Source: an optimization exercise on an open RTL-to-GDS flow (aim: small area, a short achievable clock period and few clock cycles). Production flows keep margins and buffers that such runs may drop.
RTL that was checked went through simulation tests only; none was proved equivalent to the original.
No functional check of the RTL was part of runs 2 to 4 and 6.
Power is estimated from default activity; no workload was simulated.

## flow/design.v

```verilog
module cic_checksum (
    input  wire        clk,
    input  wire        rst,           
    input  wire [2:0]  reg_raddr,
    output reg  [31:0] reg_rdata,
    input  wire        reg_we,
    input  wire [2:0]  reg_waddr,
    input  wire [31:0] reg_wdata,
    output wire        mem_req,
    output wire [18:0] mem_addr,
    input  wire [31:0] mem_rdata
);
    localparam [31:0] POLY      = 32'hEDB8_8320;
    localparam [31:0] FP_6101   = 32'h6170_A4A1;
    localparam [31:0] FP_6102   = 32'h90BB_6CB5;
    localparam [31:0] FP_6103   = 32'h0B05_0EE0;
    localparam [31:0] FP_6106   = 32'hACC8_580A;
    localparam [31:0] SEED_6101 = 32'hF8CA_4DDC;    
    localparam [31:0] SEED_6103 = 32'hA388_6759;
    localparam [31:0] SEED_6105 = 32'hDF26_F436;
    localparam [31:0] SEED_6106 = 32'h1FEA_617A;
    function [32:0] add32;
        input [31:0] a, b;
        input        ce;
        reg   [31:0] g, p, p0;
        integer l, i, j;
        begin
            g  = a & b & {32{ce}};
            p0 = a ^ b;
            p  = p0;
            for (l = 0; l < 5; l = l + 1)
                for (i = 0; i < 32; i = i + 1)
                    if (((i >> l) & 1) == 1) begin
                        j = ((i >> l) << l) - 1;
                        g[i] = g[i] | (p[i] & g[j]);
                        p[i] = p[i] & p[j];
                    end
            add32 = {g[31], p0 ^ {g[30:0], 1'b0}};
        end
    endfunction
    function [8:0] inc8;
        input [7:0] a;
        input       c;
        reg   [8:0] q;
        integer i;
        begin
            q[0] = c;
            for (i = 1; i < 9; i = i + 1)
                q[i] = q[i-1] & a[i-1];
            inc8 = {q[8], a ^ q[7:0]};
        end
    endfunction
    function gt32;
        input [31:0] a, b;
        reg   [31:0] g, e;
        integer l, i;
        begin
            g = a & ~b;
            e = ~(a ^ b);
            for (l = 0; l < 5; l = l + 1)
                for (i = 0; i < 32; i = i + 1)
                    if (i % (2 << l) == 0) begin
                        g[i] = g[i + (1 << l)] | (e[i + (1 << l)] & g[i]);
                        e[i] = e[i + (1 << l)] & e[i];
                    end
            gt32 = g[0];
        end
    endfunction
    localparam [3:0] S_IDLE = 4'd0, S_CRC = 4'd1, S_VID = 4'd2, S_INIT = 4'd3,
                     S_MIX  = 4'd4, S_DRAIN = 4'd5, S_W1I = 4'd6, S_W1L = 4'd7,
                     S_W1E  = 4'd8, S_C0 = 4'd9, S_C1 = 4'd10, S_W0L = 4'd11,
                     S_END  = 4'd12;
    reg  [3:0]  state;
    reg  [18:0] cnt;           
    reg  [1:0]  sub;           
    reg         aux_ph;        
    reg  [4:0]  step;          
    reg         mb;            
    reg         en6;           
    reg         q1_crc, q2_crc;
    reg  [1:0]  q1_sub, q2_sub;
    reg         q1_main, q2_main, q3_main;
    reg  [31:0] d, d2;
    reg         c6;            
    reg  [2:0]  c4;            
    reg  [31:0] t1, t2, t3, t4, t5, t6;
    reg  [31:0] fp;            
    reg  [2:0]  variant;
    reg  [31:0] buf_len;
    reg         st_busy, st_done, st_short;
    wire v5 = (variant == 3'd5);
    wire v3 = (variant == 3'd3);
    wire v6 = (variant == 3'd6);
    wire [31:0] status = {27'd0, 1'b0, st_done & st_short, st_done & ~st_short, st_done, st_busy};
    always @(*) begin
        case (reg_raddr)
            3'd1:    reg_rdata = status;
            3'd2:    reg_rdata = buf_len;
            3'd3:    reg_rdata = t6;
            3'd4:    reg_rdata = t1;
            3'd5:    reg_rdata = fp;
            3'd6:    reg_rdata = {29'd0, variant};
            default: reg_rdata = 32'd0;
        endcase
    end
    wire start = reg_we && (reg_waddr == 3'd0) && (reg_wdata == 32'h0000_0001) && !st_busy;
    wire len_ok = (buf_len[31:21] != 11'd0) || (buf_len[20] && buf_len[19:12] != 8'd0);
    wire req_crc  = (state == S_CRC);
    wire req_mix  = (state == S_MIX);
    assign mem_req  = req_crc | req_mix;
    assign mem_addr = (req_mix && aux_ph) ? (19'h001D4 + {13'd0, cnt[5:0]}) : cnt;
    wire req_main = req_mix && !aux_ph;
    wire mix_last = (cnt == 19'h403FF) && (v5 ? aux_ph : 1'b1);
    wire [18:0] cnt_inc = cnt + 19'd1;
    reg [7:0] crc_byte;
    always @(*) begin
        case (q2_sub)
            2'd0: crc_byte = d[31:24];
            2'd1: crc_byte = d[23:16];
            2'd2: crc_byte = d[15:8];
            default: crc_byte = d[7:0];
        endcase
    end
    wire [31:0] crc_acc = ~fp;
    reg  [31:0] crc_tab;
    integer k;
    always @(*) begin
        crc_tab = {24'd0, crc_acc[7:0] ^ crc_byte};
        for (k = 0; k < 8; k = k + 1)
            crc_tab = crc_tab[0] ? ((crc_tab >> 1) ^ POLY) : (crc_tab >> 1);
    end
    wire [31:0] crc_next = ~((crc_acc >> 8) ^ crc_tab);
    reg [2:0] ident;
    always @(*) begin
        if      (fp == FP_6101) ident = 3'd1;
        else if (fp == FP_6102) ident = 3'd2;
        else if (fp == FP_6103) ident = 3'd3;
        else if (fp == FP_6106) ident = 3'd6;
        else                    ident = 3'd5;
    end
    reg [31:0] seed;
    always @(*) begin
        case (variant)
            3'd1, 3'd2: seed = SEED_6101;
            3'd3:       seed = SEED_6103;
            3'd6:       seed = SEED_6106;
            default:    seed = SEED_6105;
        endcase
    end
    wire in_c1  = (state == S_C1);
    wire in_w0l = (state == S_W0L);
    wire ce     = !(in_c1 && !v3);                  
    wire [31:0] dz = d & {32{en6}};
    wire [4:0]  step_nx = (state == S_W1L || state == S_W0L) ? step + 5'd1 : step;
    wire [32:0] s6 = add32(t6, dz, ce);
    wire [63:0] d_dbl = {d, d};
    wire [31:0] r     = d_dbl[63 - d[4:0] -: 32];     
    wire [32:0] s5 = add32(t5, r & {32{q2_main}}, 1'b1);
    wire        gt = gt32(t2, d);
    wire [31:0] t2_term = (gt ? r : (s6[31:0] ^ dz)) & {32{q2_main}};
    wire x_d  = (q3_main && v5) || (state == S_W1L && mb);
    wire x_t5 = (q3_main && !v5) || in_c1;
    wire [31:0] x  = (d & {32{x_d}}) | (t5 & {32{x_t5}});
    wire [32:0] s1 = add32(t1, x ^ d2, ce);
    always @(posedge clk) begin
        case (state)
            S_W1I:        d <= t2;
            S_C0:         d <= v6 ? t6 : (t6 ^ t4);
            S_W1L, S_W0L: d <= {d[30:0], 1'b0};
            default:      d <= mem_rdata;
        endcase
        c6 <= s6[32] & q2_main;
        d2 <= d & {32{q2_main || (state == S_C0 && !v6)}};
        mb  <= (state == S_W1I || state == S_W1L) ? t5[step_nx] : t4[step_nx];
        en6 <= q1_main || (state == S_C0 && !v6) ||
               ((state == S_C0 || (state == S_W0L && step != 5'd31)) && t4[step_nx]);
        q1_crc  <= req_crc;
        q1_sub  <= sub;
        q1_main <= req_main;
        q2_crc  <= q1_crc;
        q2_sub  <= q1_sub;
        q2_main <= q1_main;
        q3_main <= q2_main;
        if (q2_crc)
            fp <= crc_next;
        if (state == S_INIT) begin
            t1 <= seed; t2 <= seed; t3 <= seed;
            t4 <= seed; t5 <= seed; t6 <= seed;
            c4 <= 3'd0;
        end else begin
            t6 <= (state == S_C0) ? t3 : s6[31:0];
            {c4[0], t4[7:0]}   <= inc8(t4[7:0],   c6);
            {c4[1], t4[15:8]}  <= inc8(t4[15:8],  c4[0]);
            {c4[2], t4[23:16]} <= inc8(t4[23:16], c4[1]);
            t4[31:24]          <= inc8(t4[31:24], c4[2]);
            t3 <= t3 ^ dz;
            t5 <= s5[31:0];
            t2 <= t2 ^ t2_term;
            t1 <= s1[31:0];
        end
        if (rst) begin
            state    <= S_IDLE;
            st_busy  <= 1'b0;
            st_done  <= 1'b0;
            st_short <= 1'b0;
            buf_len  <= 32'd0;
            q1_crc   <= 1'b0;
            q2_crc   <= 1'b0;
            q1_main  <= 1'b0;
            q2_main  <= 1'b0;
            q3_main  <= 1'b0;
        end else begin
            if (reg_we && !st_busy && reg_waddr == 3'd2)
                buf_len <= reg_wdata;
            case (state)
                S_IDLE: begin
                    if (start) begin
                        st_done  <= !len_ok;
                        st_short <= !len_ok;
                        st_busy  <= len_ok;
                        if (len_ok) state <= S_CRC;
                        cnt <= 19'h00010;
                        sub <= 2'd0;
                    end
                end
                S_CRC: begin
                    if (cnt == 19'h00010 && sub == 2'd0) fp <= 32'd0;
                    sub <= sub + 2'd1;
                    if (sub == 2'd3) begin
                        cnt <= cnt_inc;
                        if (cnt == 19'h003FF) state <= S_VID;
                    end
                end
                S_VID: begin
                    if (!q1_crc && !q2_crc) begin
                        variant <= ident;
                        state   <= S_INIT;
                    end
                end
                S_INIT: begin
                    cnt    <= 19'h00400;
                    aux_ph <= 1'b0;
                    state  <= S_MIX;
                end
                S_MIX: begin
                    if (mix_last) state <= S_DRAIN;
                    if (v5) begin
                        aux_ph <= ~aux_ph;
                        if (aux_ph) cnt <= cnt_inc;
                    end else begin
                        cnt <= cnt_inc;
                    end
                end
                S_DRAIN: begin
                    step <= 5'd0;
                    if (!(q1_main || q2_main || q3_main || c6 || c4 != 3'd0))
                        state <= S_W1I;
                end
                S_W1I: state <= v6 ? S_W1L : S_C0;
                S_W1L: begin
                    step <= step + 5'd1;
                    if (step == 5'd31) state <= S_C0;
                end
                S_C0: state <= v6 ? S_W0L : S_C1;
                S_C1: state <= S_END;
                S_W0L: begin
                    step <= step + 5'd1;
                    if (step == 5'd31) state <= S_END;
                end
                S_END: begin
                    st_busy  <= 1'b0;
                    st_done  <= 1'b1;
                    st_short <= 1'b0;
                    state    <= S_IDLE;
                end
                default: state <= S_IDLE;
            endcase
        end
    end
endmodule
```

## flow/flow/run.sh

```bash
#!/bin/bash
# Standard layout, except that the port buffers buffer_ports inserts are
# sky130_fd_sc_hd__buf_1 instead of the delay-cell buffer it picks by default,
# and the fanout buffers ABC inserted are removed at floorplan (the resizer
# buffers what still needs it).
set -euo pipefail
export BUFFER_PORTS_ARGS="-buffer_cell sky130_fd_sc_hd__buf_1"
export REMOVE_ABC_BUFFERS=1
bash standard.sh > standard_flow.log 2>&1
```

## flow/standard.sh

```bash
#!/bin/bash
# synth_recipe.tcl (not shown) runs the flow's synth.tcl, then flattens the netlist and writes it again
# the make line also repeats each setting of config.mk as NAME=value (left out here)
make -C /OpenROAD-flow-scripts/flow DESIGN_CONFIG=/design/flow/config.mk WORK_HOME=/design/flow/orfs CLKGATE_MAP_FILE= SYNTH_SCRIPT=/design/flow/synth_recipe.tcl "${@:-finish}"
```

## flow/config.mk

```make
export PLATFORM = sky130hd
export DESIGN_NAME = cic_checksum
export DESIGN_NICKNAME = cic_checksum
export VERILOG_FILES = /design/flow/design.v
export SDC_FILE = /design/flow/constraint.sdc
export NUM_CORES = 4
export LEC_CHECK = 0
export CAP_MARGIN = 20
export CORE_MARGIN = 2
export CORE_UTILIZATION = 40
export CTS_CLUSTER_DIAMETER = 100
export CTS_CLUSTER_SIZE = 24
export SETUP_SLACK_MARGIN = 4.95
export SLEW_MARGIN = 20
```

## flow/constraint.sdc

```tcl
create_clock -name core_clock -period 10.0 [get_ports {clk}]
set_input_delay 2.0000 -clock core_clock [delete_from_list [all_inputs] [get_ports {clk}]]
set_output_delay 2.0000 -clock core_clock [all_outputs]
set_load 0.01 [all_outputs]
```

==> results of run 1 <==
-- cell usage in the layout (no fill, tap or decap), types with 12 or more instances in the layout --
cell type / instances
a211oi_1: 41
nor3_1: 34
and2_1: 39
a222oi_1: 30
edfxtp_1: 30
mux2i_1: 62
o21ai_0: 110
o22ai_1: 13
o21a_1: 16
buf_4: 73
mux4_2: 51
mux2_2: 14
ha_1: 176
nand4_1: 18
dfxtp_1: 333
and3_1: 20
xor2_1: 104
a31oi_1: 31
o21ai_1: 46
a21o_1: 32
inv_1: 92
buf_1: 94
nand2b_1: 12
o211ai_1: 20
nor4_1: 18
xnor2_1: 187
clkbuf_16: 24
nand2_1: 371
a22oi_2: 32
nor2_1: 307
a22oi_1: 76
buf_2: 20
nor2b_1: 21
a21oi_1: 222
nand3_1: 65
-- worst paths after layout --
kind,slack [ns],endpoint,cells past startpoint,startpoint
worst min register to register,0.35,q2_sub[1],0,q1_sub[1]
worst min-delay path,0.35,q2_sub[1],0,q1_sub[1]
worst max register to register,5.07,t2[23],14,variant[2]
worst max-delay path,4.94,reg_rdata[8],7,reg_raddr[0]
-- metal layers --
layer | track usage (%) | part of all wire [%] | vias up | wire length, um
met3 | 5.04 | 8.6 | 247 | 9140
met5 | 0 | 0 | - | 0
met2 | 50.6 | 46 | 1180 | 48600
met1 | 40.5 | 41 | 12100 | 43600
met4 | 12.9 | 4.7 | 0 | 4990
li1 | - | - | 11000 | -
-- cell families after synthesis --
family | Yosys count | synth area share [%]
adders and majority gates | 182 | 9.06
and+or+nand+nor | 978 | 17.0
AOI/OAI and AO/OA | 780 | 19.7
buffers and inverters | 289 | 4.56
DFF | 372 | 30.3
xor gates and xnor gates | 311 | 11.4
muxes | 132 | 7.94
-- registers in the layout, summed over array words and instances, names as in the netlist, 4 cells and up --
name     count
buf_len     32
d2          32
d           32
fp          32
t1          32
t2          32
t3          32
t4          32
t5          32
t6          32
cnt         19
step         5
state        4
-- area by class of cell --
cell class,instances,share of cell area [%]
Inverter,97,1.30
Sequential cell,372,27.3
Clock buffer,25,1.78
Tap cell,846,3.72
Clock inverter,3,0.242
Multi-Input combinational cell,2386,60.2
Timing Repair Buffer,219,5.46
-- metrics by stage --
stage | instance area, um2 | total power, mW | setup slack [ns] | hold slack (ns) | utilization, %
final | 28500 | 4.47 | 4.94 | 0.345 | 45.1
after global routing | 28500 | 4.65 | 4.89 | 0.348 | 45.1
after global placement | 26700 | 3.42 | 3.76 | 0.317 | 42.4
after floorplan | 24700 | 2.93 | 2.81 | 0.310 | -
after detailed placement | 26700 | 3.43 | 3.81 | 0.318 | 42.4
after CTS | 27800 | 4.40 | 4.94 | 0.346 | 44.1
-- worst max-delay path: stages --
cell and delay (ns):
buf_12 0.11, nor2b_4 0.13, buf_12 0.14, and2_4 0.23, a22oi_1 0.23, nand2_1 0.06, buf_2 0.14
-- power by group --
group	total (mW)	switching, mW	internal (mW)
Combinational	1.57	0.877	0.695
Clock	0.955	0.541	0.414
Sequential	1.94	0.299	1.65
Total	4.47	1.72	2.76
-- timing repair --
item	CTS	global route
gates resized for setup	86	80
pin swaps	3	27
setup endpoints to repair	58	65
gates cloned	6	5
endpoints found under the hold margin	0	0
hold buffers	0	0
buffers inserted	12	24
==> key figures, run 1 <==
Outcome
  • Status: no timing/DRC/antenna violations

Logic synthesis
  • Seq/Total Area, Yosys: 30.3%
  • Number of synthesized flops with an enable pin: 30
  • Area leader, netlist: dfxtp_1
  • Syn Area/Cell: 8.39 um2
  • Ys async rst share: 0%
  • Post-synth cell types: 88
  • Synth Register Bits: 372
  • Top cell type's share of synthesized area: 26.8%
  • Main flop type after synthesis: dfxtp_1
  • Count leader, synth: nand2_1
  • Synth Warn #: 1
  • Post-Syn Area: 25500 um2
  • Top cells by area, synth: dfxtp_1 (27%), ha_1 (8.7%), xnor2_1 (6.5%)
  • Synth cell count leaders: nand2_1 (377), dfxtp_1 (342), nor2_1 (310)
  • Synth Instances: 3044

Global routing
  • Initial antenna violation count: 1
  • Total gr overflow: 0
  • All-layer global routing usage: 31.0%
  • First-pass GRT wire length: 155 mm
  • Largest net degree at the start of global routing: 64
  • Vias in the first global route: 23800

Floorplan
  • Initial Util: 40.5%
  • Rows: 92
  • Top Ports: 125
  • CORE AREA: 63100 um2
  • Die X: 257 um
  • Die area: 65900 um2
  • Die Ht: 257 um

Final layout
  • Area of the multi-input gates: 17100 um2
  • Synth-to-Final Area Change: 11.4%
  • Seq. cell area: 7770 um2
  • Diodes inserted: 0
  • # fillers: 6306
  • Share of layout cells above drive strength 1: 10.9%
  • Fin cells: 3948
  • Final net count: 3350

Clocking
  • CTS Buf Count: 19
  • Worst-path clk slew: 0.10 ns
  • Clock root cell: clkbuf_16
  • H-tree depth: 1
  • CTS tree: built
  • Worst-Skew Late Latency: 0.59 ns
  • Clock Tree Buf Depth: 3
  • # clock sinks: 372

Power
  • Worst VDD drop: 0.109 mV
  • Cell area power density: 157 nW/um2
  • Leakage: 11.8 nW

Route
  • Pre-antenna DRT Iters: 8
  • DR WL/cell: 26.9 um
  • DRC: 0
  • Via count: 24500
  • Antenna viol nets, final: 0
  • Initial drt markers: 2778
  • WL final: 106 mm
  • Vias/cell: 6.21

STA
  • Final Skew: 0.0418 ns
  • Slew headroom: 19.5%
  • Fin. max-slew vios: 0
  • Final setup viols: 0
  • Minimum clock period: 5.06 ns
  • Worst-Margin Slew: 1.21 ns
  • Max frequency: 0.198 GHz
  • Post-route setup TNS: 0 ns
  • Crit share post-route: 50.6%
  • RSZ-0062 raised after global routing: yes
  • Final hold vios: 0

Critical path
  • Startpoint type of the worst setup path: input pin
  • WS Path Type: input pin to output pin
  • CP Capture Type: output pin
  • Required @ worst endpoint: 8.00 ns
  • Critical path fanouts, max: 7
  • Worst EP arrival: 3.06 ns

Placement
  • Detail Placement HPWL: 77.0 mm
  • Final GP Congestion: 0.943
  • IO buf count: 124
  • Cells after DPL: 3873

Hold path
  • Hold crit path type: flop to flop

Run
  • MaxCap Viol Count: 0
Testbench counts, summed over its fixed seeds: cycles 2,121,516.
==> run 2, diff against run 1 <==
--- a/flow/design.v
+++ b/flow/design.v
@@ -78,7 +78,7 @@
     reg         mb;            
     reg         en6;           
     reg         q1_crc, q2_crc;
-    reg  [1:0]  q1_sub, q2_sub;
+    wire [1:0]  q2_sub = {~sub[1], sub[0]};    
     reg         q1_main, q2_main, q3_main;
     reg  [31:0] d, d2;
     reg         c6;            
@@ -175,10 +175,8 @@
         en6 <= q1_main || (state == S_C0 && !v6) ||
                ((state == S_C0 || (state == S_W0L && step != 5'd31)) && t4[step_nx]);
         q1_crc  <= req_crc;
-        q1_sub  <= sub;
         q1_main <= req_main;
         q2_crc  <= q1_crc;
-        q2_sub  <= q1_sub;
         q2_main <= q1_main;
         q3_main <= q2_main;
         if (q2_crc)
@@ -210,6 +208,7 @@
             q2_main  <= 1'b0;
             q3_main  <= 1'b0;
         end else begin
+            sub <= sub + 2'd1;
             if (reg_we && !st_busy && reg_waddr == 3'd2)
                 buf_len <= reg_wdata;
             case (state)
@@ -225,7 +224,6 @@
                 end
                 S_CRC: begin
                     if (cnt == 19'h00010 && sub == 2'd0) fp <= 32'd0;
-                    sub <= sub + 2'd1;
                     if (sub == 2'd3) begin
                         cnt <= cnt_inc;
                         if (cnt == 19'h003FF) state <= S_VID;
--- a/flow/config.mk
+++ b/flow/config.mk
@@ -10,5 +10,5 @@
 export CORE_UTILIZATION = 40
 export CTS_CLUSTER_DIAMETER = 100
 export CTS_CLUSTER_SIZE = 24
-export SETUP_SLACK_MARGIN = 4.95
+export SETUP_SLACK_MARGIN = 5
 export SLEW_MARGIN = 20
==> key figures, run 2 <==
Floorplan
  • Top Ports: 125 (unchanged)
  • Die area: 66400 um2 (+0.82%)
  • CORE AREA: 64000 um2 (+1.5%)
  • Initial Util: 40.2% (-0.25 points)
  • Die X: 258 um (+0.41%)
  • Rows: 93 (+1.1%)
  • Die Ht: 258 um (+0.41%)

Logic synthesis
  • Largest family of logic cells by synthesized area: compound AO/OA/AOI/OAI gates
  • Synth Instances: 3040 (-0.13%)
  • Number of synthesized flops with an enable pin: 30 (unchanged)
  • Syn Area/Cell: 8.47 um2 (+0.96%)
  • Post-synth cell types: 102 (+16%)
  • Simple-gate portion of the synthesized area: 16.9% (-0.13 points)
  • Ys async rst share: 0% (unchanged)
  • Synth Register Bits: 368 (-1.1%)
  • Top cells by area, synth: dfxtp_1 (26%), ha_1 (8.7%), xnor2_1 (6.1%)
  • Area fraction in compound gates after synthesis: 20.2% (+0.56 points)
  • Multiplexer share of the synthesized area: 7.95% (+0.013 points)
  • Area leader, netlist: dfxtp_1
  • Count leader, synth: nand2_1
  • Synth cell count leaders: nand2_1 (360), dfxtp_1 (338), nor2_1 (303)
  • Seq/Total Area, Yosys: 29.8% (-0.56 points)
  • Synth Warn #: 1 (unchanged)
  • Top cell type's share of synthesized area: 26.3% (-0.53 points)
  • Post-Syn Area: 25800 um2 (+0.83%)
  • Post-Synth XOR/XNOR Area: 11.1% (-0.32 points)
  • Main flop type after synthesis: dfxtp_1
  • Adder-Cell Fraction of Synth Area: 9.09% (+0.023 points)

Outcome
  • Status: no timing/DRC/antenna violations

Clocking
  • CTS tree: built
  • Worst-path clk slew: 0.10 ns (about the same)
  • Clock root cell: clkbuf_16
  • CTS Buf Count: 19 (unchanged)
  • Clock Tree Buf Depth: 3 (unchanged)
  • Worst-Skew Late Latency: 0.58 ns (about the same)
  • H-tree depth: 1 (unchanged)
  • Hold_buf cts: 0 (unchanged)
  • # clock sinks: 368 (-1.1%)

STA
  • Worst-Margin Slew: 1.21 ns (+0.00668 ns)
  • Setup WS post-layout: 4.80 ns (-0.145 ns)
  • Post-route setup TNS: 0 ns (unchanged)
  • Final hold vios: 0 (unchanged)
  • Final Skew: 0.0521 ns (+0.0103 ns)
  • Slew headroom: 18.8% (-0.73 points)
  • Crit share post-route: 52.0% (+1.4 points)
  • RSZ-0062 raised after global routing: yes
  • Final setup viols: 0 (unchanged)
  • Fin. max-slew vios: 0 (unchanged)
  • Worst hold margin: 0.467 ns (+0.122 ns)
  • Max frequency: 0.192 GHz (-2.8%)
  • Minimum clock period: 5.20 ns (+0.145 ns)

Critical path
  • Worst path max stage delay: 0.28 ns (+0.05 ns)
  • CP max-delay cell: a221o_1
  • Required @ worst endpoint: 8.00 ns (about the same)
  • WS Path Type: input pin to output pin
  • R2r endpoint: t5[16]
  • FF-to-FF setup slack: 4.81 ns (-0.26 ns)
  • Critical path fanouts, max: 7 (unchanged)
  • Worst EP arrival: 3.20 ns (+0.14 ns)
  • Worst R2R Path Depth: 25 (+11)
  • Startpoint type of the worst setup path: input pin
  • CP Capture Type: output pin
  • Crit-path cells: buf_16 > nor3b_4 > buf_6 > buf_12 > a22o_1 > a221o_1 > buf_2
  • R2R Path Start: d[0]

Global routing
  • First-pass GRT wire length: 144 mm (-6.7%)
  • Largest net degree at the start of global routing: 75 (+17%)
  • Initial antenna violation count: 5 (+4)
  • All-layer global routing usage: 28.5% (-2.5 points)
  • Total gr overflow: 0 (unchanged)
  • Vias in the first global route: 22500 (-5.4%)
  • Met2 global-route usage: 44.5% (-6.0 points)
  • GR Layer Usage met1: 38.3% (-2.1 points)
  • Met3 GRT Util: 5.55% (+0.50 points)
  • Grt peak-use layer: met2

Route
  • DR WL/cell: 25.0 um (-7.1%)
  • Initial drt markers: 3238 (+17%)
  • DRC: 0 (unchanged)
  • Vias/cell: 6.11 (-1.7%)
  • WL final: 98.9 mm (-7.0%)
  • Pre-antenna DRT Iters: 7 (-1)
  • Antenna viol nets, final: 0 (unchanged)
  • Via count: 24100 (-1.6%)

Final layout
  • Share of layout cells above drive strength 1: 12.3% (+1.4 points)
  • Most common cell after layout, fill and taps aside: nand2_1
  • Commonest non-fill, non-tap cells in the layout: nand2_1 (353), dfxtp_1 (328), nor2_1 (289), a21oi_1 (195), ha_1 (176)
  • # fillers: 6434 (+2.0%)
  • Synth-to-Final Area Change: 11.7%
  • Final Cell Area: 28800 um2 (+1.0%)
  • Final net count: 3349 (-0.030%)
  • Diodes inserted: 0 (unchanged)

Placement
  • IO buf count: 124 (unchanged)
  • Pre-CTS WS: 2.64 ns (-1.17 ns)
  • Final GP Congestion: 0.994 (+5.5%)
  • Placed cell area: 26900 um2 (+0.51%)
  • Detail Placement HPWL: 71.0 mm (-7.8%)

Hold path
  • Hold crit path type: flop to flop
  • Hold path endpoint: buf_len[10]
  • HP Start: buf_len[10]
  • Hold depth: 2 (+2)

Run
  • MaxCap Viol Count: 0 (unchanged)

Power
  • Leakage: 12.0 nW (+1.7%)
  • Cell area power density: 158 nW/um2 (+0.67%)
  • Worst VDD drop: 0.117 mV (+7.1%)
-- run 2: layout make-up --
type / instances / area (um2) / area share, %
Inverter: 106 / 418 / 1.45
Multi-Input combinational cell: 2354 / 17300 / 60.3
Sequential cell: 368 / 7690 / 26.8
Clock inverter: 3 / 30.0 / 0.104
Tap cell: 855 / 1070 / 3.72
Clock buffer: 23 / 490 / 1.71
Timing Repair Buffer: 243 / 1720 / 5.98
-- run 2: cells by family (layout without fill, tap and decap cells) --
group,count (synthesis),in the layout
buffers and inverters,319,375
xor gates and xnor gates,308,308
AOI/OAI and AO/OA,759,759
DFF,368,368
muxes,139,139
and+or+nand+nor,963,964
adders and majority gates,184,184
-- run 2: worst max path at each step --
stage | endpoint | startpoint | cells past startpoint | slack [ns]
floorplan | t2[8] | d[4] | 10 | 1.76
global placement | t5[23] | d[0] | 23 | 2.80
detailed placement | t5[21] | d[0] | 23 | 2.64
CTS | reg_rdata[28] | reg_raddr[2] | 7 | 4.81
global route | t5[21] | d[0] | 27 | 4.61
finish | reg_rdata[7] | reg_raddr[0] | 7 | 4.80
-- run 2: timing repair --
| item | 4_1_cts | 5_1_grt |
|---|---|---|
| setup buffers | 44 | 17 |
| setup endpoints to repair | 73 | 77 |
| pin swaps | 60 | 35 |
| gates resized for setup | 128 | 79 |
| cloned | 6 | 1 |
-- run 2: worst max-delay path, delay by kind of cell --
kind	cells	cell delay (ns)
buffers and inverters	4	0.54
AOI/OAI and AO/OA	2	0.49
and+or+nand+nor	1	0.15
-- run 2: stage by stage --
step                      total power [mW]  util (%)  cells
after CTS                             4.47      44.2   3934
after global placement                3.54      42.0   3858
after global routing                  4.73      44.9   3952
final                                 4.55      44.9   3952
after floorplan                       3.05         -   2827
after detailed placement              3.54      42.0   3858
-- run 2: layer usage --
metal | vias up | wire [um] | part of all wire [%]
li1 | 11000 | - | -
met1 | 11600 | 40700 | 41
met2 | 1247 | 43800 | 44
met3 | 252 | 9420 | 9.5
met4 | 4 | 5050 | 5.1
met5 | - | 33 | 0.033
-- run 2: report_power, final --
part / leakage [nW] / internal, mW / switching, mW
Clock: 0.254 / 0.356 / 0.545
Sequential: 3.08 / 1.68 / 0.307
Combinational: 8.68 / 0.745 / 0.915
Total: 12.0 / 2.78 / 1.77
==> run 3, diff against run 2 <==
--- a/flow/config.mk
+++ b/flow/config.mk
@@ -8,6 +8,7 @@
 export CAP_MARGIN = 20
 export CORE_MARGIN = 2
 export CORE_UTILIZATION = 40
+export CTS_BUF_LIST = sky130_fd_sc_hd__clkbuf_8 sky130_fd_sc_hd__clkbuf_16
 export CTS_CLUSTER_DIAMETER = 100
 export CTS_CLUSTER_SIZE = 24
 export SETUP_SLACK_MARGIN = 5
==> key figures, run 3 <==
Outcome
  • Status: no timing/DRC/antenna violations

Route
  • Pre-antenna DRT Iters: 10 (+3)
  • Antenna viol nets, final: 0 (unchanged)
  • Vias/cell: 6.10 (-0.18%)
  • Via count: 24100 (-0.18%)
  • Initial drt markers: 3196 (-1.3%)
  • DR WL/cell: 25.0 um (about the same)
  • WL final: 98.9 mm (about the same)
  • DRC: 0 (unchanged)

Logic synthesis
  • Seq/Total Area, Yosys: 29.8% (unchanged)
  • Area leader, netlist: dfxtp_1
  • Post-synth cell types: 102 (unchanged)
  • Synth cell count leaders: nand2_1 (360), dfxtp_1 (338), nor2_1 (303)
  • Synth Instances: 3040 (unchanged)
  • Top cell type's share of synthesized area: 26.3% (unchanged)
  • Number of synthesized flops with an enable pin: 30 (unchanged)
  • Main flop type after synthesis: dfxtp_1
  • Syn Area/Cell: 8.47 um2 (unchanged)
  • Count leader, synth: nand2_1
  • Ys async rst share: 0% (unchanged)
  • Post-Syn Area: 25800 um2 (unchanged)
  • Synth Warn #: 1 (unchanged)
  • Top cells by area, synth: dfxtp_1 (26%), ha_1 (8.7%), xnor2_1 (6.1%)
  • Synth Register Bits: 368 (unchanged)

Final layout
  • # fillers: 6434 (unchanged)
  • Most common cell after layout, fill and taps aside: nand2_1
  • Utilization after layout: 44.9% (unchanged)
  • Final net count: 3349 (unchanged)
  • Seq. cell area: 7690 um2 (unchanged)
  • Commonest non-fill, non-tap cells in the layout: nand2_1 (353), dfxtp_1 (328), nor2_1 (289), a21oi_1 (195), ha_1 (176)
  • Area of the multi-input gates: 17300 um2 (unchanged)
  • Final Cell Area: 28800 um2 (unchanged)
  • Share of layout cells above drive strength 1: 12.3% (unchanged)
  • Synth-to-Final Area Change: 11.7% (unchanged)
  • Diodes inserted: 0 (unchanged)
  • Fin cells: 3952 (unchanged)

Clocking
  • Hold_buf cts: 0 (unchanged)
  • Worst-Skew Late Latency: 0.57 ns (about the same)
  • Clock root cell: clkbuf_16
  • Clock Tree Buf Depth: 3 (unchanged)
  • # clock sinks: 368 (unchanged)
  • H-tree depth: 1 (unchanged)
  • CTS tree: built
  • CTS Buf Count: 19 (unchanged)
  • Worst-path clk slew: 0.09 ns (about the same)

Global routing
  • First-pass GRT wire length: 144 mm (about the same)
  • All-layer global routing usage: 28.5% (unchanged)
  • Total gr overflow: 0 (unchanged)
  • Vias in the first global route: 22500 (+0.0089%)
  • Initial antenna violation count: 5 (unchanged)
  • Largest net degree at the start of global routing: 75 (unchanged)

STA
  • Final Skew: 0.0450 ns (-0.00713 ns)
  • Worst hold margin: 0.466 ns (-0.000834 ns)
  • Worst-Margin Slew: 1.17 ns (-0.0438 ns)
  • Setup WS post-layout: 4.79 ns (-0.00406 ns)
  • Final setup viols: 0 (unchanged)
  • Fin. max-slew vios: 0 (unchanged)
  • Max frequency: 0.192 GHz (about the same)
  • Minimum clock period: 5.21 ns (+0.00406 ns)
  • Crit share post-route: 52.1% (about the same)
  • RSZ-0062 raised after global routing: yes
  • Final hold vios: 0 (unchanged)
  • Post-route setup TNS: 0 ns (unchanged)
  • Slew headroom: 21.7% (+2.9 points)

Critical path
  • WS Path Type: input pin to output pin
  • Crit-path cells: buf_16 > nor3b_4 > buf_6 > buf_12 > a22o_1 > a221o_1 > buf_2
  • Startpoint type of the worst setup path: input pin
  • WP buf/inv: 4 (unchanged)
  • Worst EP arrival: 3.21 ns (about the same)
  • Critical Path Source: reg_raddr[0]
  • Worst path max stage delay: 0.29 ns (about the same)
  • Worst R2R Path Depth: 25 (unchanged)
  • WP depth: 7 (unchanged)
  • Critical path fanouts, max: 7 (unchanged)
  • R2R Path Start: d[0]
  • CP max-delay cell: a221o_1
  • Required @ worst endpoint: 8.00 ns (about the same)
  • Cell family with most CP delay: buffers and inverters
  • CP Capture Type: output pin

Power
  • Total power: 4.54 mW (-0.14%)
  • Leakage: 12.0 nW (+0.14%)
  • Cell area power density: 158 nW/um2 (-0.14%)
  • Worst VDD drop: 0.117 mV (-0.46%)

Floorplan
  • Die Ht: 258 um (unchanged)
  • Rows: 93 (unchanged)
  • CORE AREA: 64000 um2 (unchanged)
  • Top Ports: 125 (unchanged)
  • Die X: 258 um (unchanged)
  • Die area: 66400 um2 (unchanged)
  • Initial Util: 40.2% (unchanged)

Hold path
  • Hold depth: 2 (unchanged)
  • HP Start: buf_len[10]
  • Hold crit path type: flop to flop

Placement
  • Final GP Congestion: 0.994 (unchanged)
  • Pre-CTS WS: 2.64 ns (unchanged)
  • IO buf count: 124 (unchanged)
  • Detail Placement HPWL: 71.0 mm (unchanged)
  • Cells after DPL: 3858 (unchanged)
  • Placed cell area: 26900 um2 (unchanged)

Run
  • MaxCap Viol Count: 0 (unchanged)
-- run 3: cell counts after synthesis --
Identical to the previous run, type by type.
-- run 3: path summary, 6_finish.rpt --
| kind | slack [ns] | to |
|---|---|---|
| setup / recovery | 4.79 | reg_rdata[7] |
| hold / removal | 0.47 | buf_len[10] |
| setup reg to reg | 4.81 | t5[16] |
| hold reg to reg | 0.47 | buf_len[10] |
-- run 3: area by class of cell --
type                    count  share of cell area [%]
well taps                 855                    3.72
flip-flops and latches    368                    26.8
multi-input cells        2354                    60.3
repair buffers            243                    5.98
clock buffers              19                    1.65
clock inverters             7                   0.157
inverters                 106                    1.45
-- run 3: layer usage --
layer	share of wire [%]	up-vias	track usage [%]
li1	-	11000	-
met5	0.033	-	0
met2	44	1174	44.5
met4	5.1	4	12.0
met1	41	11600	38.3
met3	9.4	263	5.55
-- run 3: worst min-delay path: cells and delay by family (launching register included) --
family | cells | cell delay, ns
compound gates | 1 | 0.06
flops | 1 | 0.32
simple gates | 1 | 0.05
-- run 3: report_power, final --
group	internal, mW	total (mW)	switching, mW
combinational	0.745	1.66	0.916
sequential	1.68	1.99	0.306
clock	0.352	0.895	0.543
total	2.78	4.54	1.76
-- run 3: cell families after synthesis --
kind of cell             count (synthesis)  share of synthesized area (%)
XOR/XNOR                               308                           11.1
adder cells (fa/ha/maj)                184                           9.09
AND/OR/NAND/NOR                        963                           16.9
AO/OA/AOI/OAI                          759                           20.2
flip-flops                             368                           29.8
multiplexers                           139                           7.95
buffers and inverters                  319                           4.97
-- run 3: repair_timing --
item | in CTS | in global routing
pin swaps | 60 | 35
buffers inserted | 44 | 17
endpoints found under the setup margin | 73 | 77
cloned | 6 | 1
resized for setup | 128 | 79
==> run 4, diff against run 3 <==
--- a/flow/design.v
+++ b/flow/design.v
@@ -74,7 +74,7 @@
     reg  [18:0] cnt;           
     reg  [1:0]  sub;           
     reg         aux_ph;        
-    reg  [4:0]  step;          
+    wire [4:0]  step = cnt[4:0];    
     reg         mb;            
     reg         en6;           
     reg         q1_crc, q2_crc;
@@ -151,7 +151,7 @@
     wire in_w0l = (state == S_W0L);
     wire ce     = !(in_c1 && !v3);                  
     wire [31:0] dz = d & {32{en6}};
-    wire [4:0]  step_nx = (state == S_W1L || state == S_W0L) ? step + 5'd1 : step;
+    wire [4:0]  step_nx = (state == S_W1L || state == S_W0L) ? cnt_inc[4:0] : step;
     wire [32:0] s6 = add32(t6, dz, ce);
     wire [63:0] d_dbl = {d, d};
     wire [31:0] r     = d_dbl[63 - d[4:0] -: 32];     
@@ -250,19 +250,19 @@
                     end
                 end
                 S_DRAIN: begin
-                    step <= 5'd0;
+                    cnt <= 19'd0;
                     if (!(q1_main || q2_main || q3_main || c6 || c4 != 3'd0))
                         state <= S_W1I;
                 end
                 S_W1I: state <= v6 ? S_W1L : S_C0;
                 S_W1L: begin
-                    step <= step + 5'd1;
+                    cnt <= cnt_inc;
                     if (step == 5'd31) state <= S_C0;
                 end
                 S_C0: state <= v6 ? S_W0L : S_C1;
                 S_C1: state <= S_END;
                 S_W0L: begin
-                    step <= step + 5'd1;
+                    cnt <= cnt_inc;
                     if (step == 5'd31) state <= S_END;
                 end
                 S_END: begin
--- a/flow/config.mk
+++ b/flow/config.mk
@@ -8,7 +8,6 @@
 export CAP_MARGIN = 20
 export CORE_MARGIN = 2
 export CORE_UTILIZATION = 40
-export CTS_BUF_LIST = sky130_fd_sc_hd__clkbuf_8 sky130_fd_sc_hd__clkbuf_16
 export CTS_CLUSTER_DIAMETER = 100
 export CTS_CLUSTER_SIZE = 24
 export SETUP_SLACK_MARGIN = 5
==> key figures, run 4 <==
Logic synthesis
  • Area leader, netlist: dfxtp_1
  • Post-Syn Area: 25500 um2 (-1.1%)
  • Synth cell count leaders: nand2_1 (429), dfxtp_1 (338), nor2_1 (278)
  • Synth Warn #: 1 (unchanged)
  • Number of synthesized flops with an enable pin: 25 (-17%)
  • Ys async rst share: 0% (unchanged)
  • Top cells by area, synth: dfxtp_1 (27%), ha_1 (8.7%), xnor2_1 (7.2%)
  • Syn Area/Cell: 8.27 um2 (-2.4%)
  • Post-synth cell types: 95 (-6.9%)
  • Synth Instances: 3081 (+1.3%)
  • Count leader, synth: nand2_1
  • Main flop type after synthesis: dfxtp_1
  • Top cell type's share of synthesized area: 26.6% (+0.30 points)
  • Seq/Total Area, Yosys: 29.5% (-0.25 points)
  • Synth Register Bits: 363 (-1.4%)

Critical path
  • Critical path fanouts, max: 6 (-1)
  • Worst R2R Path Depth: 27 (+8.0%)
  • Worst EP arrival: 5.72 ns (+2.51 ns)
  • Startpoint type of the worst setup path: flop
  • WS Path Type: flop to flop
  • Required @ worst endpoint: 10.52 ns (+2.52 ns)
  • CP Capture Type: flop

STA
  • Post-route setup TNS: 0 ns (unchanged)
  • Final Skew: 0.0399 ns (-0.00506 ns)
  • Setup WS post-layout: 4.80 ns (+0.00855 ns)
  • Slew headroom: 17.3% (-4.5 points)
  • Minimum clock period: 5.20 ns (-0.00855 ns)
  • Final setup viols: 0 (unchanged)
  • RSZ-0062 raised after global routing: yes
  • Crit share post-route: 52.0% (-0.085 points)
  • Worst hold margin: 0.464 ns (-0.00181 ns)
  • Fin. max-slew vios: 0 (unchanged)
  • Worst-Margin Slew: 1.24 ns (+0.0713 ns)
  • Max frequency: 0.192 GHz (+0.16%)
  • Final hold vios: 0 (unchanged)

Final layout
  • Commonest non-fill, non-tap cells in the layout: nand2_1 (422), dfxtp_1 (330), nor2_1 (265), a21oi_1 (208), xnor2_1 (205)
  • Most common cell after layout, fill and taps aside: nand2_1
  • Synth-to-Final Area Change: 14.2%
  • Share of layout cells above drive strength 1: 14.3% (+2.0 points)
  • Utilization after layout: 46.2% (+1.3 points)
  • Final net count: 3418 (+2.1%)

Floorplan
  • Initial Util: 40.4% (+0.21 points)
  • CORE AREA: 63000 um2 (-1.6%)
  • Top Ports: 125 (unchanged)
  • Die X: 256 um (-0.55%)
  • Die Ht: 256 um (-0.55%)
  • Rows: 92 (-1.1%)
  • Die area: 65700 um2 (-1.1%)

Global routing
  • All-layer global routing usage: 29.1% (+0.62 points)
  • Largest net degree at the start of global routing: 70 (-6.7%)
  • Initial antenna violation count: 1 (-4)
  • Vias in the first global route: 22500 (+0.32%)
  • Total gr overflow: 0 (unchanged)
  • First-pass GRT wire length: 146 mm (+1.3%)

Route
  • Pre-antenna DRT Iters: 8 (-2)
  • DR WL/cell: 25.2 um (+0.66%)
  • WL final: 101 mm (+2.3%)
  • DRC: 0 (unchanged)
  • Via count: 24700 (+2.4%)
  • Initial drt markers: 2950 (-7.7%)
  • Antenna viol nets, final: 0 (unchanged)
  • Vias/cell: 6.15 (+0.84%)

Power
  • Worst VDD drop: 0.143 mV (+22%)
  • Leakage: 12.1 nW (+0.77%)
  • Cell area power density: 144 nW/um2 (-9.1%)
  • Total power: 4.18 mW (-8.0%)

Placement
  • Final GP Congestion: 0.980 (-1.5%)
  • Detail Placement HPWL: 70.7 mm (-0.35%)
  • Pre-CTS WS: 2.91 ns (+0.270 ns)
  • IO buf count: 124 (unchanged)

Clocking
  • H-tree depth: 1 (unchanged)
  • CTS Buf Count: 19 (unchanged)
  • # clock sinks: 363 (-1.4%)
  • Worst-Skew Late Latency: 0.59 ns (+0.02 ns)
  • Clock Tree Buf Depth: 3 (unchanged)
  • Worst-path clk slew: 0.10 ns (about the same)
  • Hold_buf cts: 0 (unchanged)
  • Clock root cell: clkbuf_16
  • CTS tree: built

Hold path
  • Hold depth: 2 (unchanged)
  • Hold crit path type: flop to flop

Run
  • MaxCap Viol Count: 0 (unchanged)

Outcome
  • Status: no timing/DRC/antenna violations
## run 4: cell count changes in the layout (fill, tap and decap cells not counted), moves of 25 or more
cell     previous run  this run
a221o_1            31         5
buf_4              87       112
nand2_1           353       422
a22oi_2             3        55
a22o_1             38         6
xnor2_1           174       205
## run 4: path summary, 6_finish.rpt
check | from | end | slack (ns)
min | buf_len[0] | buf_len[0] | 0.46
max reg2reg | d[0] | t5[28] | 4.80
min reg2reg | buf_len[0] | buf_len[0] | 0.46
max | d[0] | t5[28] | 4.80
## run 4: layer usage
layer | track usage [%] | wire length, um | vias to the layer above
li1 | - | - | 11200
met1 | 39.6 | 41800 | 11900
met2 | 44.1 | 43000 | 1371
met3 | 6.23 | 11000 | 275
met4 | 13.1 | 5320 | 0
met5 | 0 | 0 | -
## run 4: area by class of cell
| type | instances | area [um2] |
|---|---|---|
| Fill cell | 6151 | 33900 |
| Multi-Input combinational cell | 2400 | 17500 |
| Sequential cell | 363 | 7540 |
| Timing Repair Buffer | 270 | 2040 |
| Tap cell | 846 | 1060 |
| Clock buffer | 23 | 490 |
| Inverter | 108 | 417 |
| Clock inverter | 4 | 60.1 |
| Antenna cell | 1 | 2.50 |
## run 4: worst max-delay path: stages (launching register included)
cell and delay, ns:
dfxtp_4 0.37, buf_12 0.11, clkinvlp_4 0.09, ha_4 0.34, buf_6 0.16, buf_6 0.10
mux4_2 0.21, mux2i_2 0.09, buf_4 0.15, buf_4 0.12, buf_4 0.12, buf_4 0.12
buf_4 0.12, buf_4 0.12, a21oi_1 0.31, a21oi_2 0.16, nor2_1 0.23, ha_1 0.32
nand3_1 0.10, nand2_1 0.06, a21oi_1 0.18, o21ai_2 0.12, o2111a_1 0.30, o31ai_4 0.30
a21boi_4 0.11, a31o_4 0.24, or4_4 0.42, nand3_2 0.08
## run 4: timing repair
action,4_1_cts,5_1_grt
gates cloned,6,6
pin swaps,40,73
gates resized for setup,123,113
setup endpoints to repair,64,61
buffers inserted,54,19
## run 4: stage by stage
stage / cells / instance area [um2]
final: 4015 / 29100
after global routing: 4014 / 29100
after CTS: 3989 / 28300
after detailed placement: 3902 / 26800
after global placement: 3901 / 26700
after floorplan: 2871 / 24600
## run 4: logic make-up after synthesis
family                   count (synthesis)  share of synthesized area (%)
XOR/XNOR                               301                           10.5
multiplexers                           138                           7.98
AND/OR/NAND/NOR                       1009                           17.8
flip-flops                             363                           29.5
buffers and inverters                  318                           4.89
adder cells (fa/ha/maj)                183                           9.14
AO/OA/AOI/OAI                          769                           20.2
## run 4: power breakdown
group	internal, mW	switching [mW]
Clock	0.383	0.541
Combinational	0.652	0.757
Sequential	1.60	0.248
Total	2.63	1.55
==> run 5, diff against run 4 <==
--- a/flow/design.v
+++ b/flow/design.v
@@ -74,11 +74,11 @@
     reg  [18:0] cnt;           
     reg  [1:0]  sub;           
     reg         aux_ph;        
-    wire [4:0]  step = cnt[4:0];    
+    reg  [4:0]  step;          
     reg         mb;            
     reg         en6;           
     reg         q1_crc, q2_crc;
-    wire [1:0]  q2_sub = {~sub[1], sub[0]};    
+    reg  [1:0]  q1_sub, q2_sub;
     reg         q1_main, q2_main, q3_main;
     reg  [31:0] d, d2;
     reg         c6;            
@@ -151,7 +151,7 @@
     wire in_w0l = (state == S_W0L);
     wire ce     = !(in_c1 && !v3);                  
     wire [31:0] dz = d & {32{en6}};
-    wire [4:0]  step_nx = (state == S_W1L || state == S_W0L) ? cnt_inc[4:0] : step;
+    wire [4:0]  step_nx = (state == S_W1L || state == S_W0L) ? step + 5'd1 : step;
     wire [32:0] s6 = add32(t6, dz, ce);
     wire [63:0] d_dbl = {d, d};
     wire [31:0] r     = d_dbl[63 - d[4:0] -: 32];     
@@ -175,8 +175,10 @@
         en6 <= q1_main || (state == S_C0 && !v6) ||
                ((state == S_C0 || (state == S_W0L && step != 5'd31)) && t4[step_nx]);
         q1_crc  <= req_crc;
+        q1_sub  <= sub;
         q1_main <= req_main;
         q2_crc  <= q1_crc;
+        q2_sub  <= q1_sub;
         q2_main <= q1_main;
         q3_main <= q2_main;
         if (q2_crc)
@@ -208,7 +210,6 @@
             q2_main  <= 1'b0;
             q3_main  <= 1'b0;
         end else begin
-            sub <= sub + 2'd1;
             if (reg_we && !st_busy && reg_waddr == 3'd2)
                 buf_len <= reg_wdata;
             case (state)
@@ -224,6 +225,7 @@
                 end
                 S_CRC: begin
                     if (cnt == 19'h00010 && sub == 2'd0) fp <= 32'd0;
+                    sub <= sub + 2'd1;
                     if (sub == 2'd3) begin
                         cnt <= cnt_inc;
                         if (cnt == 19'h003FF) state <= S_VID;
@@ -250,19 +252,19 @@
                     end
                 end
                 S_DRAIN: begin
-                    cnt <= 19'd0;
+                    step <= 5'd0;
                     if (!(q1_main || q2_main || q3_main || c6 || c4 != 3'd0))
                         state <= S_W1I;
                 end
                 S_W1I: state <= v6 ? S_W1L : S_C0;
                 S_W1L: begin
-                    cnt <= cnt_inc;
+                    step <= step + 5'd1;
                     if (step == 5'd31) state <= S_C0;
                 end
                 S_C0: state <= v6 ? S_W0L : S_C1;
                 S_C1: state <= S_END;
                 S_W0L: begin
-                    cnt <= cnt_inc;
+                    step <= step + 5'd1;
                     if (step == 5'd31) state <= S_END;
                 end
                 S_END: begin
==> flow/config.mk (replaced) <==
export PLATFORM = sky130hd
export DESIGN_NAME = cic_checksum
export DESIGN_NICKNAME = cic_checksum
export VERILOG_FILES = /design/flow/design.v
export SDC_FILE = /design/flow/constraint.sdc
export NUM_CORES = 4
export LEC_CHECK = 0
export CAP_MARGIN = 5
export CORE_MARGIN = 2
export CORE_UTILIZATION = 40
export CTS_CLUSTER_DIAMETER = 100
export CTS_CLUSTER_SIZE = 24
export SETUP_SLACK_MARGIN = 4.9
export SLEW_MARGIN = 5
==> key figures, run 5 <==
Critical path
  • Startpoint type of the worst setup path: input pin
  • CP Capture Type: output pin
  • Required @ worst endpoint: 8.00 ns (-2.52 ns)
  • Worst EP arrival: 3.07 ns (-2.65 ns)
  • WS Path Type: input pin to output pin
  • Critical path fanouts, max: 13 (+7)

STA
  • Final Skew: 0.0202 ns (-0.0197 ns)
  • Worst-Margin Slew: 1.24 ns (+0.00349 ns)
  • Slew headroom: 16.8% (-0.42 points)
  • Final hold vios: 0 (unchanged)
  • Minimum clock period: 5.07 ns (-0.126 ns)
  • Post-route setup TNS: 0 ns (unchanged)
  • RSZ-0062 raised after global routing: yes
  • Fin. max-slew vios: 0 (unchanged)
  • Crit share post-route: 50.7% (-1.3 points)
  • Final setup viols: 0 (unchanged)
  • Max frequency: 0.197 GHz (+2.5%)

Global routing
  • Vias in the first global route: 23400 (+4.0%)
  • Initial antenna violation count: 3 (+2)
  • First-pass GRT wire length: 154 mm (+5.1%)
  • Largest net degree at the start of global routing: 64 (-8.6%)
  • All-layer global routing usage: 30.7% (+1.6 points)
  • Total gr overflow: 0 (unchanged)

Logic synthesis
  • Synth cell count leaders: nand2_1 (377), dfxtp_1 (342), nor2_1 (310)
  • Main flop type after synthesis: dfxtp_1
  • Syn Area/Cell: 8.39 um2 (+1.5%)
  • Synth Register Bits: 372 (+2.5%)
  • Ys async rst share: 0% (unchanged)
  • Top cell type's share of synthesized area: 26.8% (+0.24 points)
  • Synth Instances: 3044 (-1.2%)
  • Number of synthesized flops with an enable pin: 30 (+20%)
  • Top cells by area, synth: dfxtp_1 (27%), ha_1 (8.7%), xnor2_1 (6.5%)
  • Synth Warn #: 1 (unchanged)
  • Post-synth cell types: 88 (-7.4%)
  • Area leader, netlist: dfxtp_1
  • Seq/Total Area, Yosys: 30.3% (+0.81 points)
  • Post-Syn Area: 25500 um2 (+0.29%)
  • Count leader, synth: nand2_1

Final layout
  • Fin cells: 3929 (-2.1%)
  • Share of layout cells above drive strength 1: 8.73% (-5.6 points)
  • Area of the multi-input gates: 16900 um2 (-3.1%)
  • Most common cell after layout, fill and taps aside: nand2_1
  • Seq. cell area: 7760 um2 (+3.0%)
  • Commonest non-fill, non-tap cells in the layout: nand2_1 (372), dfxtp_1 (333), nor2_1 (307), a21oi_1 (227), xnor2_1 (186)
  • Final net count: 3330 (-2.6%)
  • # fillers: 6389 (+3.9%)
  • Synth-to-Final Area Change: 9.34%

Clocking
  • CTS tree: built
  • Clock Tree Buf Depth: 3 (unchanged)
  • Worst-path clk slew: 0.10 ns (about the same)
  • Worst-Skew Late Latency: 0.58 ns (about the same)
  • # clock sinks: 372 (+2.5%)
  • Clock root cell: clkbuf_16
  • CTS Buf Count: 19 (unchanged)
  • H-tree depth: 1 (unchanged)

Route
  • Antenna viol nets, final: 0 (unchanged)
  • DR WL/cell: 26.8 um (+6.5%)
  • Via count: 24400 (-1.1%)
  • DRC: 0 (unchanged)
  • WL final: 105 mm (+4.2%)
  • Vias/cell: 6.21 (+1.0%)
  • Initial drt markers: 2985 (+1.2%)
  • Pre-antenna DRT Iters: 8 (unchanged)

Placement
  • IO buf count: 124 (unchanged)
  • Detail Placement HPWL: 76.8 mm (+8.5%)
  • Cells after DPL: 3872 (-0.77%)
  • Final GP Congestion: 0.943 (-3.8%)

Floorplan
  • Initial Util: 40.5% (+0.045 points)
  • Rows: 92 (unchanged)
  • Die Ht: 257 um (+0.15%)
  • Top Ports: 125 (unchanged)
  • Die area: 65900 um2 (+0.29%)
  • CORE AREA: 63100 um2 (+0.18%)
  • Die X: 257 um (+0.15%)

Run
  • MaxCap Viol Count: 0 (unchanged)

Power
  • Leakage: 11.6 nW (-4.4%)
  • Worst VDD drop: 0.105 mV (-26%)
  • Total power: 4.38 mW (+4.8%)
  • Cell area power density: 157 nW/um2 (+9.2%)

Outcome
  • Status: no timing/DRC/antenna violations

Hold path
  • Hold crit path type: flop to flop
-- run 5: stage by stage --
step                worst slack, ns  instance area [um2]  hold WS, ns  util, %
floorplan                      2.81                24700        0.310        -
global placement               3.76                26700        0.317     42.4
detailed placement             3.62                26700        0.318     42.4
CTS                            4.89                27600        0.345     43.8
global route                   4.79                27900        0.347     44.3
finish                         4.93                27900        0.344     44.3
-- run 5: logic make-up (layout without fill, tap and decap cells) --
family	count (synthesis)	in the layout	synth area share, %
buffers and inverters	289	323	4.56
adders and majority gates	182	182	9.06
muxes	132	132	7.94
DFF	372	372	30.3
xor gates and xnor gates	311	311	11.4
other	0	2	0
and+or+nand+nor	978	981	17.0
AOI/OAI and AO/OA	780	780	19.7
-- run 5: layout make-up --
type	instances	area share, %
diodes	2	0.0179
inverters	97	1.32
flip-flops and latches	372	27.8
clock inverters	2	0.0627
well taps	846	3.79
multi-input cells	2386	60.7
clock buffers	25	1.85
repair buffers	199	4.48
-- run 5: path summary, 6_finish.rpt --
check,startpoint,endpoint,slack (ns),depth (start not counted)
worst max-delay path,reg_raddr[1],reg_rdata[15],4.93,7
worst min-delay path,q1_sub[1],q2_sub[1],0.34,0
worst max register to register,d[0],t5[29],4.99,22
worst min register to register,q1_sub[1],q2_sub[1],0.34,0
-- run 5: worst max-delay path: stages --
cell     delay [ns]
buf_12         0.12
nor2b_4        0.12
nor2b_4        0.14
buf_12         0.15
a22oi_1        0.28
nand2_1        0.09
buf_1          0.14
-- run 5: per-layer routing --
layer	wire length [um]	share of wire (%)	up-vias	global-route usage [%]
met5	0	0	-	0
met4	5070	4.8	0	13.3
met3	8900	8.5	230	3.74
met2	48000	46	1251	49.8
met1	43400	41	12000	41.1
li1	-	-	10900	-
-- run 5: timing repair --
action,in CTS,in global routing
pin swaps,2,11
buffers inserted,9,12
gates resized for setup,65,41
setup endpoints to repair,56,49
endpoints found under the hold margin,0,0
gates cloned,5,2
hold buffers,0,0
-- run 5: power by group --
| part | switching (mW) | leakage (nW) | internal (mW) | total, mW |
|---|---|---|---|---|
| Clock | 0.546 | 0.262 | 0.370 | 0.916 |
| Combinational | 0.852 | 8.23 | 0.675 | 1.53 |
| Sequential | 0.292 | 3.09 | 1.65 | 1.94 |
| Total | 1.69 | 11.6 | 2.69 | 4.38 |
Testbench counts of run 5, summed over its fixed seeds: cycles 2,121,516.
==> run 6, diff against run 5 <==
--- a/flow/design.v
+++ b/flow/design.v
@@ -78,7 +78,7 @@
     reg         mb;            
     reg         en6;           
     reg         q1_crc, q2_crc;
-    reg  [1:0]  q1_sub, q2_sub;
+    wire [1:0]  q2_sub = {~sub[1], sub[0]};    
     reg         q1_main, q2_main, q3_main;
     reg  [31:0] d, d2;
     reg         c6;            
@@ -92,17 +92,11 @@
     wire v3 = (variant == 3'd3);
     wire v6 = (variant == 3'd6);
     wire [31:0] status = {27'd0, 1'b0, st_done & st_short, st_done & ~st_short, st_done, st_busy};
-    always @(*) begin
-        case (reg_raddr)
-            3'd1:    reg_rdata = status;
-            3'd2:    reg_rdata = buf_len;
-            3'd3:    reg_rdata = t6;
-            3'd4:    reg_rdata = t1;
-            3'd5:    reg_rdata = fp;
-            3'd6:    reg_rdata = {29'd0, variant};
-            default: reg_rdata = 32'd0;
-        endcase
-    end
+    wire [31:0] rd_odd  = reg_raddr[2] ? (reg_raddr[1] ? 32'd0 : fp)
+                                       : (reg_raddr[1] ? t6 : status);           
+    wire [31:0] rd_even = reg_raddr[2] ? (reg_raddr[1] ? {29'd0, variant} : t1)
+                                       : (reg_raddr[1] ? buf_len : 32'd0);       
+    always @(*) reg_rdata = reg_raddr[0] ? rd_odd : rd_even;
     wire start = reg_we && (reg_waddr == 3'd0) && (reg_wdata == 32'h0000_0001) && !st_busy;
     wire len_ok = (buf_len[31:21] != 11'd0) || (buf_len[20] && buf_len[19:12] != 8'd0);
     wire req_crc  = (state == S_CRC);
@@ -175,10 +169,8 @@
         en6 <= q1_main || (state == S_C0 && !v6) ||
                ((state == S_C0 || (state == S_W0L && step != 5'd31)) && t4[step_nx]);
         q1_crc  <= req_crc;
-        q1_sub  <= sub;
         q1_main <= req_main;
         q2_crc  <= q1_crc;
-        q2_sub  <= q1_sub;
         q2_main <= q1_main;
         q3_main <= q2_main;
         if (q2_crc)
@@ -210,6 +202,7 @@
             q2_main  <= 1'b0;
             q3_main  <= 1'b0;
         end else begin
+            sub <= sub + 2'd1;
             if (reg_we && !st_busy && reg_waddr == 3'd2)
                 buf_len <= reg_wdata;
             case (state)
@@ -225,7 +218,6 @@
                 end
                 S_CRC: begin
                     if (cnt == 19'h00010 && sub == 2'd0) fp <= 32'd0;
-                    sub <= sub + 2'd1;
                     if (sub == 2'd3) begin
                         cnt <= cnt_inc;
                         if (cnt == 19'h003FF) state <= S_VID;
==> flow/config.mk (replaced) <==
export PLATFORM = sky130hd
export DESIGN_NAME = cic_checksum
export DESIGN_NICKNAME = cic_checksum
export VERILOG_FILES = /design/flow/design.v
export SDC_FILE = /design/flow/constraint.sdc
export NUM_CORES = 4
export LEC_CHECK = 0
export CAP_MARGIN = 20
export CORE_MARGIN = 2
export CORE_UTILIZATION = 40
export CTS_CLUSTER_DIAMETER = 100
export CTS_CLUSTER_SIZE = 24
export SETUP_SLACK_MARGIN = 5
export SLEW_MARGIN = 20
==> key figures, run 6 <==
Outcome
  • Status: no timing/DRC/antenna violations

STA
  • Fin. max-slew vios: 0 (unchanged)
  • Slew headroom: 27.3% (+11 points)
  • Final Skew: 0.0366 ns (+0.0163 ns)
  • Max frequency: 0.197 GHz (-0.26%)
  • RSZ-0062 raised after global routing: yes
  • Worst hold margin: 0.462 ns (+0.118 ns)
  • Final hold vios: 0 (unchanged)
  • Final setup viols: 0 (unchanged)
  • Crit share post-route: 50.9% (+0.13 points)
  • Worst-Margin Slew: 1.09 ns (-0.156 ns)
  • Minimum clock period: 5.09 ns (+0.0134 ns)

Logic synthesis
  • Number of synthesized flops with an enable pin: 30 (unchanged)
  • Ys async rst share: 0% (unchanged)
  • Post-Syn Area: 26100 um2 (+2.4%)
  • Top cell type's share of synthesized area: 25.9% (-0.93 points)
  • Post-synth cell types: 103 (+17%)
  • Main flop type after synthesis: dfxtp_1
  • Syn Area/Cell: 8.51 um2 (+1.4%)
  • Synth Warn #: 1 (unchanged)
  • Synth Register Bits: 368 (-1.1%)
  • Synth cell count leaders: nand2_1 (356), dfxtp_1 (338), nor2_1 (287)
  • Seq/Total Area, Yosys: 29.3% (-1.0 points)
  • Count leader, synth: nand2_1
  • Area leader, netlist: dfxtp_1
  • Top cells by area, synth: dfxtp_1 (26%), ha_1 (8.6%), xnor2_1 (6.0%)
  • Synth Instances: 3073 (+0.95%)

Final layout
  • Synth-to-Final Area Change: 12.6%
  • Area of the multi-input gates: 18200 um2 (+7.2%)
  • Most common cell after layout, fill and taps aside: nand2_1
  • Final net count: 3351 (+0.63%)
  • Seq. cell area: 7690 um2 (-0.97%)
  • # fillers: 6374 (-0.23%)
  • Commonest non-fill, non-tap cells in the layout: nand2_1 (352), dfxtp_1 (329), nor2_1 (271), a21oi_1 (194), xnor2_1 (179)
  • Share of layout cells above drive strength 1: 12.7% (+4.0 points)
  • Utilization after layout: 45.6% (+1.3 points)
  • Fin cells: 3963 (+0.87%)

Critical path
  • Worst path max stage delay: 0.21 ns (-0.07 ns)
  • Worst EP arrival: 3.09 ns (+0.02 ns)
  • Crit-path cells: buf_16 > buf_12 > nor3b_2 > a21oi_1 > nor2_1 > a31oi_1 > a21oi_1 > buf_2
  • WS Path Type: input pin to output pin
  • CP Capture Type: output pin
  • WP buf/inv: 3 (unchanged)
  • CP most frequent cell: a21oi_1
  • Startpoint type of the worst setup path: input pin
  • Cell family with most CP delay: buffers and inverters
  • CP max-delay cell: a21oi_1
  • Critical path fanouts, max: 11 (-2)
  • Required @ worst endpoint: 8.00 ns (about the same)

Clocking
  • Clock root cell: clkbuf_16
  • Hold_buf cts: 0 (unchanged)
  • CTS Buf Count: 23 (+4)
  • Worst-path clk slew: 0.10 ns (about the same)
  • CTS tree: built
  • H-tree depth: 1 (unchanged)
  • Worst-Skew Late Latency: 0.60 ns (+0.02 ns)
  • # clock sinks: 368 (-1.1%)
  • Clock Tree Buf Depth: 3 (unchanged)

Floorplan
  • CORE AREA: 64600 um2 (+2.4%)
  • Die area: 67400 um2 (+2.3%)
  • Die X: 260 um (+1.2%)
  • Initial Util: 40.5% (about the same)
  • Die Ht: 260 um (+1.2%)
  • Rows: 93 (+1.1%)
  • Top Ports: 125 (unchanged)

Route
  • DR WL/cell: 27.0 um (+0.52%)
  • Pre-antenna DRT Iters: 10 (+2)
  • Initial drt markers: 3774 (+26%)
  • Via count: 25100 (+3.1%)
  • Antenna viol nets, final: 0 (unchanged)
  • Vias/cell: 6.35 (+2.2%)
  • WL final: 107 mm (+1.4%)
  • DRC: 0 (unchanged)

Global routing
  • All-layer global routing usage: 30.5% (-0.19 points)
  • Vias in the first global route: 23000 (-2.1%)
  • Largest net degree at the start of global routing: 133 (+110%)
  • Initial antenna violation count: 4 (+1)
  • First-pass GRT wire length: 155 mm (+0.72%)
  • Total gr overflow: 0 (unchanged)

Power
  • Leakage: 12.2 nW (+5.1%)
  • Sw Pwr: 1.94 mW (+15%)
  • P_int: 2.94 mW (+9.4%)
  • Seq pwr share: 41.9% (-2.3 points)
  • Worst VDD drop: 0.139 mV (+32%)
  • Comb pwr share: 35.5% (+0.7 points)
  • Switching Share: 39.7% (+1.1 points)
  • Clock network power share: 22.6% (+1.7 points)
  • Total power: 4.88 mW (+11%)
  • Cell area power density: 166 nW/um2 (+5.6%)

Placement
  • IO buf count: 124 (unchanged)
  • Cells after DPL: 3875 (+0.077%)
  • Final GP Congestion: 0.988 (+4.8%)
  • Detail Placement HPWL: 76.1 mm (-0.85%)

Hold path
  • Hold crit path type: flop to flop

Run
  • MaxCap Viol Count: 0 (unchanged)
run 6: cell count changes after synthesis, moves of 10 or more:
cell / change
a22oi_1: -63
a221oi_1: +61
a21oi_1: -27
clkbuf_1: +26
nor2_1: -23
nand2_1: -21
mux2i_1: +20
nand3_1: -20
nand4_1: +15
a211oi_1: -14
inv_1: -13
o31ai_1: +10
xnor2_1: -10
run 6: what timing repair did:
action	CTS	global route
buffers inserted	28	10
resized for setup	107	118
endpoints found under the setup margin	83	59
gates cloned	11	0
pin swaps	11	21
hold endpoints to repair	0	0
run 6: tightest hold or removal path, delay by kind of cell (launching register included):
kind,cells,cell delay (ns)
flops,1,0.32
compound gates,1,0.05
simple gates,1,0.05
run 6: kinds of logic after synthesis:
group | synth area share (%)
AO/OA/AOI/OAI | 20.3
XOR/XNOR | 11.1
AND/OR/NAND/NOR | 17.3
multiplexers | 8.32
flip-flops | 29.3
buffers and inverters | 4.72
adder cells (fa/ha/maj) | 8.95
run 6: per-layer routing:
layer  global-route usage, %  vias up  wire length, um
met5                   0.142        -               21
met4                    14.7        4             6380
met3                    7.20      344            13100
met2                    44.4     1580            43800
met1                    42.2    12000            43500
li1                        -    11200                -
run 6: worst paths after layout:
path / slack, ns / cells after the start / to / start
worst max-delay path: 4.91 / 8 / reg_rdata[2] / reg_raddr[1]
worst min-delay path: 0.46 / 2 / buf_len[1] / buf_len[1]
worst max register to register: 5.11 / 16 / t5[19] / d[3]
worst min register to register: 0.46 / 2 / buf_len[1] / buf_len[1]
run 6: power groups by stage:
stage / combinational (mW) / clock, mW / sequential, mW
floorplan: 1.25 / 0 / 1.87
global placement: 1.61 / 0 / 2.04
detailed placement: 1.61 / 0 / 2.03
CTS: 1.67 / 1.11 / 2.01
global route: 1.87 / 1.16 / 2.05
finish: 1.73 / 1.10 / 2.05
run 6: layout make-up:
class,instances,area share [%]
antenna,1,0.00850
tap,855,3.63
timing repair buffer,211,4.87
inverter,85,1.11
sequential,368,26.1
timing repair inverter,1,0.0255
clock buffer,27,2.04
clock inverter,11,0.544
multi-input combinational,2404,61.7
run 6: metrics by stage:
| stage | TNS (ns) | worst slack [ns] | cell area [um2] |
|---|---|---|---|
| global route | 0 | 4.91 | 29500 |
| CTS | 0 | 5.00 | 28800 |
| floorplan | -8.72 | -0.407 | 25200 |
| detailed placement | 0 | 3.58 | 27200 |
| global placement | 0 | 3.71 | 27200 |
| finish | 0 | 4.91 | 29500 |

-- port drivers added, routing unchanged --
No port has a modelled driver above. Below, the same layouts with a new extraction and two added sets of constraints. Step 1, drivers: a clkbuf_16 drives clk and a buf_2 each remaining input, both assumed. Step 2 moves the port delays by t, midway between the first and last clock arrival at a register: inputs arrive t later, outputs are due t later. That takes back most of the time a late clock gives input paths. Slacks: ideal / step 1 / step 2; pairs: ideal / step 1.
| run | t (ns) | slack for setup (ns) | hold WS [ns] | worst register clock-pin slew, ns | worst slew at a driven data input, ns |
|---|---|---|---|---|---|
| run 1 | 0.627 | 4.942 / 4.805 / 4.740 | 0.345 / 0.345 / 0.345 | 0.11 / 0.11 | 0.14 |
| run 2 | 0.619 | 4.797 / 4.734 / 4.698 | 0.467 / 0.467 / 0.467 | 0.11 / 0.11 | 0.09 |
| run 3 | 0.617 | 4.793 / 4.730 / 4.730 | 0.466 / 0.466 / 0.466 | 0.11 / 0.11 | 0.09 |
| run 4 | 0.630 | 4.802 / 4.786 / 4.747 | 0.464 / 0.464 / 0.464 | 0.11 / 0.11 | 0.07 |
| run 5 | 0.629 | 4.928 / 4.832 / 4.792 | 0.344 / 0.344 / 0.344 | 0.11 / 0.11 | 0.09 |
| run 6 | 0.637 | 4.914 / 4.842 / 4.801 | 0.462 / 0.462 / 0.462 | 0.11 / 0.11 | 0.10 |
After both steps every run listed still meets setup and hold. The setup slack of run 1, which loses most, moves by -0.137 ns with the drivers and by -0.202 ns with both steps.
